From an optimization exercise on the open Yosys and OpenROAD flow, aimed at small area, a short achievable clock period and few clock cycles; shortcuts taken in it are not production practice.
The RTL was checked by simulation tests, not by an equivalence proof against the original design.
Power figures rest on the tool's default switching activity, not on a simulated workload.

## build 15
// bitio_core
module bitio_core (
    input  wire        clk,
    input  wire        rst,
    input  wire        cmd_valid,
    output wire        cmd_ready,
    input  wire [15:0] cmd,
    input  wire [63:0] opnd,
    output wire        rsp_valid,
    input  wire        rsp_ready,
    output reg  [3:0]  rsp_status,
    output reg  [7:0]  rsp_count,
    output reg  [63:0] rsp_result,
    output wire        src_req,
    input  wire        src_ack,
    input  wire        src_exh,
    input  wire [7:0]  src_data,
    output wire        snk_req,
    output wire [7:0]  snk_data,
    input  wire        snk_ack,
    input  wire        snk_fail
);
Size: about 30,000 µm² of cells after synthesis.
clock: 10.0 ns
lec_check: 0
abc_area: 1
cap_margin: 20
cell_pad_in_sites_detail_placement: 1
core_margin: 2
core_utilization: 25
place_density: 0.4
slew_margin: 20
tns_end_percent: 0
standard.sh (not shown) runs the stock make flow with config.mk's settings and CLKGATE_MAP_FILE= SYNTH_SCRIPT=/design/flow/synth_recipe.tcl, a recipe that flattens the netlist after the stock synthesis.
==> flow/flow/run.sh <==
#!/bin/bash
set -euo pipefail
bash standard.sh SETUP_SLACK_MARGIN=6.8 MATCH_CELL_FOOTPRINT=0 \
  'BUFFER_PORTS_ARGS=-buffer_cell sky130_fd_sc_hd__buf_4' finish > run_standard.log 2>&1
Testbench counts of build 15, summed over its fixed seeds: cycles 15,742.
Input-level comparison between build 25 and build 15:
- CORE_UTILIZATION changed from 25 to 32
- PLACE_DENSITY changed from 0.4 to 0.45
[summary]
- Build 25: final wirelength is about 1% lower than what build 15 reported.
- Looking at top routing layer in use, the met4 result is from build 25; the met5 one comes from build 15.
- Build 25 vs. build 15: shortest period the worst path allows fell by 0.021 ns, count of flip-flops and latches stayed essentially flat, total power consumption of the routed design rose by about 4.3%, HPWL after detailed placement fell by 3.7%, cell area rose by 1.5%.
- Build 25 improves on build 15 in first-pass GRT wire length.
Changes in build 42 relative to build 25:
- PLACE_DENSITY changed from 0.45 to 0.4
- CORE_UTILIZATION changed from 32 to 25
==> flow/flow/run.sh <==
#!/bin/bash
set -euo pipefail
bash standard.sh SETUP_SLACK_MARGIN=6.8 MATCH_CELL_FOOTPRINT=0 \
  'BUFFER_PORTS_ARGS=-buffer_cell sky130_fd_sc_hd__buf_2' finish > run_standard.log 2>&1
### Flow results
Build 42 | status: complete | timing, DRC, antenna: pass
Changes observed in build 42 relative to build 25: via density per instance fell about 6.4%, synthesized area barely changed, area used by multi-input combinational logic essentially unchanged, die outline area now sits higher, post-layout instance count excluding filler cells has increased.
Cmp build 25 and build 42 / part of the power in registers / higher: build 42

* * *

bitio_core, a different RTL version from the one above (not shown whole).
Size: roughly 4900 cells after synthesis, roughly 300 flip-flops, roughly 180 I/O pins, ~0.030 sq mm of cells after synthesis.
// bitio_core
module bitio_core (
    input  wire        clk,
    input  wire        rst,
    input  wire        cmd_valid,
    output wire        cmd_ready,
    input  wire [15:0] cmd,
    input  wire [63:0] opnd,
    output wire        rsp_valid,
    input  wire        rsp_ready,
    output reg  [3:0]  rsp_status,
    output reg  [7:0]  rsp_count,
    output reg  [63:0] rsp_result,
    output wire        src_req,
    input  wire        src_ack,
    input  wire        src_exh,
    input  wire [7:0]  src_data,
    output wire        snk_req,
    output wire [7:0]  snk_data,
    input  wire        snk_ack,
    input  wire        snk_fail
);
export LEC_CHECK = 0
export ABC_AREA = 1
export CAP_MARGIN = 20
export CELL_PAD_IN_SITES_DETAIL_PLACEMENT = 1
export CORE_MARGIN = 2
export CORE_UTILIZATION = 32
export PLACE_DENSITY = 0.45
export SLEW_MARGIN = 20
export TNS_END_PERCENT = 0
create_clock -name core_clock -period 10.0 [get_ports {clk}]
==> flow/flow/run.sh <==
#!/bin/bash
set -euo pipefail
bash standard.sh SETUP_SLACK_MARGIN=6.8 MATCH_CELL_FOOTPRINT=0 \
  'BUFFER_PORTS_ARGS=-buffer_cell sky130_fd_sc_hd__buf_2' finish > run_standard.log 2>&1
Testbench counts at the start, summed over its fixed seeds: cycles 15,742.
Next try:
- CORE_UTILIZATION: 32 -> 25
- PLACE_DENSITY: 0.45 -> 0.4
Via count shrinks by 0.69%.
Power shrinks by 1.5%.
Sequential power barely changes.
Clock skew grows by 0.0075 ns.
Wire length grows by 4.8%.
Non-clock buffer count grows by 2.
Combinational power is about the same.
Critical path depth shrinks by 3.
Flip-flop and latch count stays the same.

==> afterwards: timing with drivers on the ports <==
In the flow no input, the clock included, has a driving cell. The finished layouts below were timed again as built, in two steps. Step 1: set_driving_cell puts a clkbuf_16 on clk and a buf_2 on each other input, an assumption about the parent block. Step 2 adds t to the input delays and takes it off the output delays; t is the mean of the earliest and latest rising clock arrival at the registers after step 1. Input paths then give back, and output paths get back, about the clock's delay inside the block. Slacks: ideal / step 1 / step 2; pairs: ideal / step 1.
run | shift t [ns] | slack for setup (ns) | worst slew at a driven data input, ns | pins driven straight from the clock port
build 15 | 0.670 | 6.473 / 6.448 / 5.855 | 0.07 | 1
build 25 | 0.672 | 6.494 / 6.462 / 5.846 | 0.07 | 1
build 42 | 0.687 | 6.491 / 6.499 / 5.852 | 0.06 | 1
the first run of note 2 | 0.665 | 6.370 / 6.396 / 5.730 | 0.06 | 1
the second run of note 2 | 0.676 | 6.333 / 6.384 / 5.708 | 0.06 | 1
After both steps every run listed still meets setup and hold. The setup slack of build 25, which loses most, moves by -0.032 ns with the drivers and by -0.648 ns with both steps.
